What follows belongs to an exercise in optimizing a design on an open flow for small area, a short achievable clock period and few clock cycles per item; a production flow would make more cautious choices.
Only simulation tests tie the RTL to the original design; equivalence was not proved.
Power is estimated from default activity; no workload was simulated.

lane 2:
==> flow/design.v <==
module base122_cls (
    input  wire [6:0] chunk,
    output reg        danger,
    output reg  [2:0] idx
);
    always @(*) begin
        danger = 1'b1;
        idx    = 3'd0;
        case (chunk)
            7'h00: idx = 3'd0;
            7'h0A: idx = 3'd1;
            7'h0D: idx = 3'd2;
            7'h22: idx = 3'd3;
            7'h26: idx = 3'd4;
            7'h5C: idx = 3'd5;
            default: danger = 1'b0;
        endcase
    end
endmodule
module base122_enc (
    input  wire       clk,
    input  wire       rst,
    input  wire       in_valid,
    input  wire [7:0] in_data,
    input  wire       in_last,
    output wire       in_ready,
    output reg        out_valid,
    output reg  [7:0] out_data,
    output reg        out_last,
    input  wire       out_ready
);
    reg  [22:0] bits;        
    reg  [4:0]  nb;          
    reg         eom;         
    reg         e2;          
    wire        go    = !out_valid || out_ready;
    wire [6:0]  chunk = bits[22:16];
    wire        danger;
    wire [2:0]  idx;
    base122_cls u_cls (.chunk(chunk), .danger(danger), .idx(idx));
    wire        ge8 = nb[4] | nb[3];
    wire        ge7 = ge8 | (nb[2:0] == 3'd7);
    wire        nz  = nb != 5'd0;
    assign in_ready    = !eom && !nb[4];
    wire        accept = in_valid && in_ready;
    wire        esc    = !e2 && danger;
    wire        have_e = ge8 || (eom && nz);
    wire        have_n = e2 ? (ge7 || eom) : (ge7 || (eom && nz));
    wire        last_n = eom && !ge8;
    wire [7:0]  byte_e = ge8 ? {3'b110, idx, 1'b1, bits[15]} : {7'b1101111, chunk[6]};
    wire [7:0]  byte_n = e2 ? {2'b10, bits[21:16]} : {1'b0, chunk};
    wire        emit   = go && (esc ? have_e : have_n);
    wire        take   = go && (esc ? ge8 : have_n);     
    wire [22:0] bits_i = bits | ({in_data & {8{accept}}, 15'd0} >> nb[3:0]);
    wire [4:0]  nb_i = accept ? nb + 5'd8 : nb;
    wire [4:0]  nb_t = accept ? nb + 5'd1 : (ge7 ? nb - 5'd7 : 5'd0);
    always @(posedge clk) begin
        if (rst) begin
            bits      <= 23'd0;
            nb        <= 5'd0;
            eom       <= 1'b0;
            e2        <= 1'b0;
            out_valid <= 1'b0;
        end else begin
            bits <= take ? {bits_i[15:0], 7'd0} : bits_i;
            nb   <= take ? nb_t : nb_i;
            if (emit)
                e2 <= esc;
            if (go) begin
                out_valid <= emit;
                out_data  <= esc ? byte_e : byte_n;
                out_last  <= !esc && last_n;
            end
            if (accept)
                eom <= in_last;
            else if (!esc && go && have_n && last_n)
                eom <= 1'b0;
        end
    end
endmodule
module base122_dec (
    input  wire        clk,
    input  wire        rst,
    input  wire        in_valid,
    input  wire [7:0]  in_data,
    input  wire        in_last,
    output wire        in_ready,
    output reg         out_valid,
    output reg  [7:0]  out_data,
    output reg         out_end,
    output wire [2:0]  out_cause,
    output wire [15:0] out_epc,
    input  wire        out_ready
);
    localparam C_NONE     = 3'd0;
    localparam C_LEAD     = 3'd1;
    localparam C_TRUNC    = 3'd2;
    localparam C_CONT     = 3'd3;
    localparam C_OVERLONG = 3'd4;
    localparam C_FIXED    = 3'd5;
    localparam C_INDEX6   = 3'd6;
    localparam C_SHORTPAY = 3'd7;
    wire [7:0]  d  = in_data;
    wire        dl = in_last;
    wire        dv = in_valid;
    reg  [6:0]  acc;         
    reg  [2:0]  an;          
    reg         e2;          
    reg  [4:0]  b1s;         
    reg         pv;          
    reg  [6:0]  pd;
    reg  [15:0] pc;          
    reg  [2:0]  cause;
    reg         bad;         
    reg         drain;       
    reg         endp;        
    reg         eh;          
    reg         rdy;         
    assign out_epc   = pc;
    assign out_cause = (out_end && !eh) ? C_NONE : cause;
    wire go    = !out_valid || out_ready;
    wire fresh = endp && !pv;
    wire issue = go && fresh;
    wire eng_ready = go && rdy;
    wire accept    = dv && eng_ready;
    assign in_ready = eng_ready;
    wire [2:0]  k        = b1s[4:2];
    wire        k7       = k == 3'd7;
    wire [6:0]  p        = {b1s[0], d[5:0]};
    wire        p_danger = b1s[0] ? (d[5:0] == 6'h1C) :
                           (d[5:0] == 6'h00 || d[5:0] == 6'h0A || d[5:0] == 6'h0D ||
                            d[5:0] == 6'h22 || d[5:0] == 6'h26);
    reg  [6:0]  dval;
    always @(*) begin
        case (k)
            3'd0:    dval = 7'h00;
            3'd1:    dval = 7'h0A;
            3'd2:    dval = 7'h0D;
            3'd3:    dval = 7'h22;
            3'd4:    dval = 7'h26;
            default: dval = 7'h5C;
        endcase
    end
    reg  [2:0] b1_cause;
    always @(*) begin
        b1_cause = C_NONE;
        if (b1s[4:1] == 4'd0)    b1_cause = C_OVERLONG;
        else if (!b1s[1])        b1_cause = C_FIXED;
        else if (k == 3'd6)      b1_cause = C_INDEX6;
    end
    wire       cont_bad = d[7:6] != 2'b10;
    wire       b1_bad   = b1_cause != C_NONE;
    wire       sp_bad   = k7 && !p_danger;
    wire       b2_good  = !cont_bad && !b1_bad && !sp_bad;
    wire [2:0] b2_cause = cont_bad ? C_CONT : b1_bad ? b1_cause : sp_bad ? C_SHORTPAY : C_NONE;
    wire       d_b1   = d[7:5] == 3'b110;
    wire       d_unit = e2 ? b2_good : !d[7];            
    wire       d_err  = e2 ? !b2_good : (d[7] && (!d_b1 || dl));
    wire [2:0] err    = e2 ? b2_cause : (d_b1 ? C_TRUNC : C_LEAD);
    wire       act  = accept && !drain;                  
    wire       unit = act && d_unit;
    wire        push  = go && (pv || unit);
    wire [6:0]  new1  = !e2 ? d[6:0] : (k7 ? p : dval);
    wire [6:0]  pushv = pv ? pd : new1;
    wire        npend = pv ? unit : (unit && e2 && !k7);    
    wire [6:0]  npd   = pv ? new1 : p;
    wire [2:0]  an_e   = fresh ? 3'd0 : an;
    wire [13:0] window = {acc, 7'd0} | ({pushv, 7'd0} >> an_e);
    wire        emit   = push && an_e != 3'd0;
    wire [15:0] pc_inc = pc + (e2 ? 16'd2 : 16'd1);
    wire        taken_eh = out_valid && out_ready && eh;
    wire        eh_n     = go ? (fresh && bad) : eh;
    wire        endp_n   = (accept && dl) || (endp && !issue);
    wire        pv_n     = go ? npend : pv;
    wire        bad_n    = (act && d_err) || (bad && !taken_eh);
    always @(posedge clk) begin
        if (rst) begin
            an        <= 3'd0;
            e2        <= 1'b0;
            pv        <= 1'b0;
            rdy       <= 1'b1;
            pc        <= 16'd0;
            cause     <= C_NONE;
            bad       <= 1'b0;
            drain     <= 1'b0;
            endp      <= 1'b0;
            eh        <= 1'b0;
            out_valid <= 1'b0;
        end else begin
            if (go) begin
                out_valid <= emit || fresh;
                out_data  <= window[13:6];
                out_end   <= fresh;
            end
            if (push) begin
                if (an_e == 3'd0) begin
                    acc <= pushv;
                    an  <= 3'd7;
                end else begin
                    acc <= {window[5:0], 1'b0};
                    an  <= an_e - 3'd1;
                end
            end else if (issue)
                an  <= 3'd0;
            if (go)
                pd <= npd;
            pv   <= pv_n;
            eh   <= eh_n;
            endp <= endp_n;
            bad  <= bad_n;
            rdy  <= !eh_n && !(endp_n && (pv_n || bad_n));
            if (taken_eh) begin
                pc    <= 16'd0;
                cause <= C_NONE;
            end else if (unit)
                pc <= dl ? 16'd0 : pc_inc;
            if (act)
                e2 <= !e2 && d_b1 && !dl;
            if (!e2)
                b1s <= d[4:0];
            if (act && d_err) begin
                cause <= err;
                if (!dl)
                    drain <= 1'b1;
            end
            if (accept && dl)
                drain <= 1'b0;
        end
    end
endmodule
module base122_core (
    input  wire        clk,
    input  wire        rst,
    input  wire        enc_in_valid,
    input  wire [7:0]  enc_in_data,
    input  wire        enc_in_last,
    output wire        enc_in_ready,
    output wire        enc_out_valid,
    output wire [7:0]  enc_out_data,
    output wire        enc_out_last,
    input  wire        enc_out_ready,
    input  wire        dec_in_valid,
    input  wire [7:0]  dec_in_data,
    input  wire        dec_in_last,
    output wire        dec_in_ready,
    output wire        dec_out_valid,
    output wire [7:0]  dec_out_data,
    output wire        dec_out_end,
    output wire [2:0]  dec_out_cause,
    output wire [15:0] dec_out_epc,
    input  wire        dec_out_ready
);
    base122_enc u_enc (
        .clk(clk), .rst(rst),
        .in_valid(enc_in_valid), .in_data(enc_in_data), .in_last(enc_in_last),
        .in_ready(enc_in_ready),
        .out_valid(enc_out_valid), .out_data(enc_out_data), .out_last(enc_out_last),
        .out_ready(enc_out_ready)
    );
    base122_dec u_dec (
        .clk(clk), .rst(rst),
        .in_valid(dec_in_valid), .in_data(dec_in_data), .in_last(dec_in_last),
        .in_ready(dec_in_ready),
        .out_valid(dec_out_valid), .out_data(dec_out_data), .out_end(dec_out_end),
        .out_cause(dec_out_cause), .out_epc(dec_out_epc),
        .out_ready(dec_out_ready)
    );
endmodule
Settings: LEC_CHECK=0, ABC_AREA=1, CAP_MARGIN=20, CORE_MARGIN=2, CORE_UTILIZATION=60, CTS_BUF_LIST=sky130_fd_sc_hd__clkbuf_8, CTS_CLUSTER_SIZE=20, SETUP_SLACK_MARGIN=2.1, SLEW_MARGIN=20; clock period 4.0 ns.
standard.sh (not shown) runs the stock make flow with config.mk's settings and CLKGATE_MAP_FILE= SYNTH_SCRIPT=/design/flow/synth_recipe.tcl, a recipe that flattens the netlist after the stock synthesis.
==> flow/flow/run.sh <==
#!/bin/bash
# The standard layout (standard.sh, unchanged synthesis and steps), with one
# change: the buffer that global placement puts on every input and output
# port is sky130_fd_sc_hd__buf_1 instead of the tool's own pick (a delay cell).
set -euo pipefail
export BUFFER_PORTS_ARGS="-buffer_cell sky130_fd_sc_hd__buf_1"
bash standard.sh synth > synth.log 2>&1
bash standard.sh finish > layout.log 2>&1
Having completed the whole flow, lane 2 delivered a layout that passed the timing, design-rule and antenna checks.
Testbench counts of lane 2, summed over its fixed seeds: cycles 21,481, items 37,672.
Here is what was changed in the inputs of lane 4 compared with lane 2.
--- a/flow/design.v
+++ b/flow/design.v
@@ -86,11 +86,11 @@
     input  wire        in_last,
     output wire        in_ready,
     output reg         out_valid,
     output reg  [7:0]  out_data,
     output reg         out_end,
-    output wire [2:0]  out_cause,
+    output reg  [2:0]  out_cause,
     output wire [15:0] out_epc,
     input  wire        out_ready
 );
     localparam C_NONE     = 3'd0;
     localparam C_LEAD     = 3'd1;
@@ -113,17 +113,15 @@
     reg  [2:0]  cause;
     reg         bad;         
     reg         drain;       
     reg         endp;        
     reg         eh;          
-    reg         rdy;         
-    assign out_epc   = pc;
-    assign out_cause = (out_end && !eh) ? C_NONE : cause;
+    assign out_epc = pc;
     wire go    = !out_valid || out_ready;
     wire fresh = endp && !pv;
     wire issue = go && fresh;
-    wire eng_ready = go && rdy;
+    wire eng_ready = go && !eh && !(endp && (pv || bad));
     wire accept    = dv && eng_ready;
     assign in_ready = eng_ready;
     wire [2:0]  k        = b1s[4:2];
     wire        k7       = k == 3'd7;
     wire [6:0]  p        = {b1s[0], d[5:0]};
@@ -166,21 +164,15 @@
     wire [6:0]  npd   = pv ? new1 : p;
     wire [2:0]  an_e   = fresh ? 3'd0 : an;
     wire [13:0] window = {acc, 7'd0} | ({pushv, 7'd0} >> an_e);
     wire        emit   = push && an_e != 3'd0;
     wire [15:0] pc_inc = pc + (e2 ? 16'd2 : 16'd1);
-    wire        taken_eh = out_valid && out_ready && eh;
-    wire        eh_n     = go ? (fresh && bad) : eh;
-    wire        endp_n   = (accept && dl) || (endp && !issue);
-    wire        pv_n     = go ? npend : pv;
-    wire        bad_n    = (act && d_err) || (bad && !taken_eh);
     always @(posedge clk) begin
         if (rst) begin
             an        <= 3'd0;
             e2        <= 1'b0;
             pv        <= 1'b0;
-            rdy       <= 1'b1;
             pc        <= 16'd0;
             cause     <= C_NONE;
             bad       <= 1'b0;
             drain     <= 1'b0;
             endp      <= 1'b0;
@@ -189,10 +181,12 @@
         end else begin
             if (go) begin
                 out_valid <= emit || fresh;
                 out_data  <= window[13:6];
                 out_end   <= fresh;
+                out_cause <= cause;
+                eh        <= fresh && bad;
             end
             if (push) begin
                 if (an_e == 3'd0) begin
                     acc <= pushv;
                     an  <= 3'd7;
@@ -200,33 +194,37 @@
                     acc <= {window[5:0], 1'b0};
                     an  <= an_e - 3'd1;
                 end
             end else if (issue)
                 an  <= 3'd0;
-            if (go)
+            if (go) begin
+                pv <= npend;
                 pd <= npd;
-            pv   <= pv_n;
-            eh   <= eh_n;
-            endp <= endp_n;
-            bad  <= bad_n;
-            rdy  <= !eh_n && !(endp_n && (pv_n || bad_n));
-            if (taken_eh) begin
-                pc    <= 16'd0;
-                cause <= C_NONE;
-            end else if (unit)
+            end
+            if (out_valid && out_ready && eh)
+                pc <= 16'd0;
+            else if (unit)
                 pc <= dl ? 16'd0 : pc_inc;
             if (act)
                 e2 <= !e2 && d_b1 && !dl;
             if (!e2)
                 b1s <= d[4:0];
+            if (issue) begin
+                cause <= C_NONE;
+                bad   <= 1'b0;
+                endp  <= 1'b0;
+            end
             if (act && d_err) begin
                 cause <= err;
+                bad   <= 1'b1;
                 if (!dl)
                     drain <= 1'b1;
             end
-            if (accept && dl)
+            if (accept && dl) begin
                 drain <= 1'b0;
+                endp  <= 1'b1;
+            end
         end
     end
 endmodule
 module base122_core (
     input  wire        clk,
==> comparison <==
- Diff lane 2 -> lane 4: residual antenna-violating net count after detailed routing barely changed, worst-margin pin slew climbed 130 ps.
- Average detailed-routed wire length per instance of lane 4 falls short of that of lane 2 by a few percent.
- Taking lane 2 as the reference, in lane 4 area of all placed cells without fillers increased by 1.0% relative to the old numbers; area after synthesis climbed about 4.6%; post-route non-filler standard cell count moved up.
- For setup slack of the critical path after layout, lane 2 and lane 4 come out practically identical.
- Higher wire length reported by the detailed router was reported by lane 4, not lane 2.
- Every run in the comparison, lane 2 and lane 4, completed the flow with a clean layout.
- Compared to lane 2, lane 4 was floorplanned on a bigger die.
- Lane 4 vs. lane 2: clock distribution power lower, sequential portion of the cell area +0.68 points, maximum clock rate was more or less identical.
Testbench counts of lane 4, summed over its fixed seeds: cycles 21,481, items 37,672.

port drivers added, routing unchanged:
In the flow no input, the clock included, has a driving cell. The finished layouts below were timed again as built, in two steps. Step 1 assumes that a clkbuf_16 drives the clock port and a buf_2 every other input. Step 2 times the ports against the registers' clock, not the clock port: input delays grow and output delays shrink by t, the midpoint of the rising clock arrivals with the driver on. Slacks: ideal ports / drivers / drivers and shift; pairs: ideal ports / drivers.
run	shift t [ns]	setup slack, ns	worst setup path at the end	worst data-port slew with drivers (ns)
lane 2	0.399	2.005 / 1.964 / 1.662	input to register	0.07
lane 4	0.408	2.008 / 1.968 / 1.658	input to register	0.05
After both steps every run listed still meets setup and hold. For lane 4, which loses most, drivers alone change the setup slack by -0.040 ns; drivers and shift together by -0.350 ns.
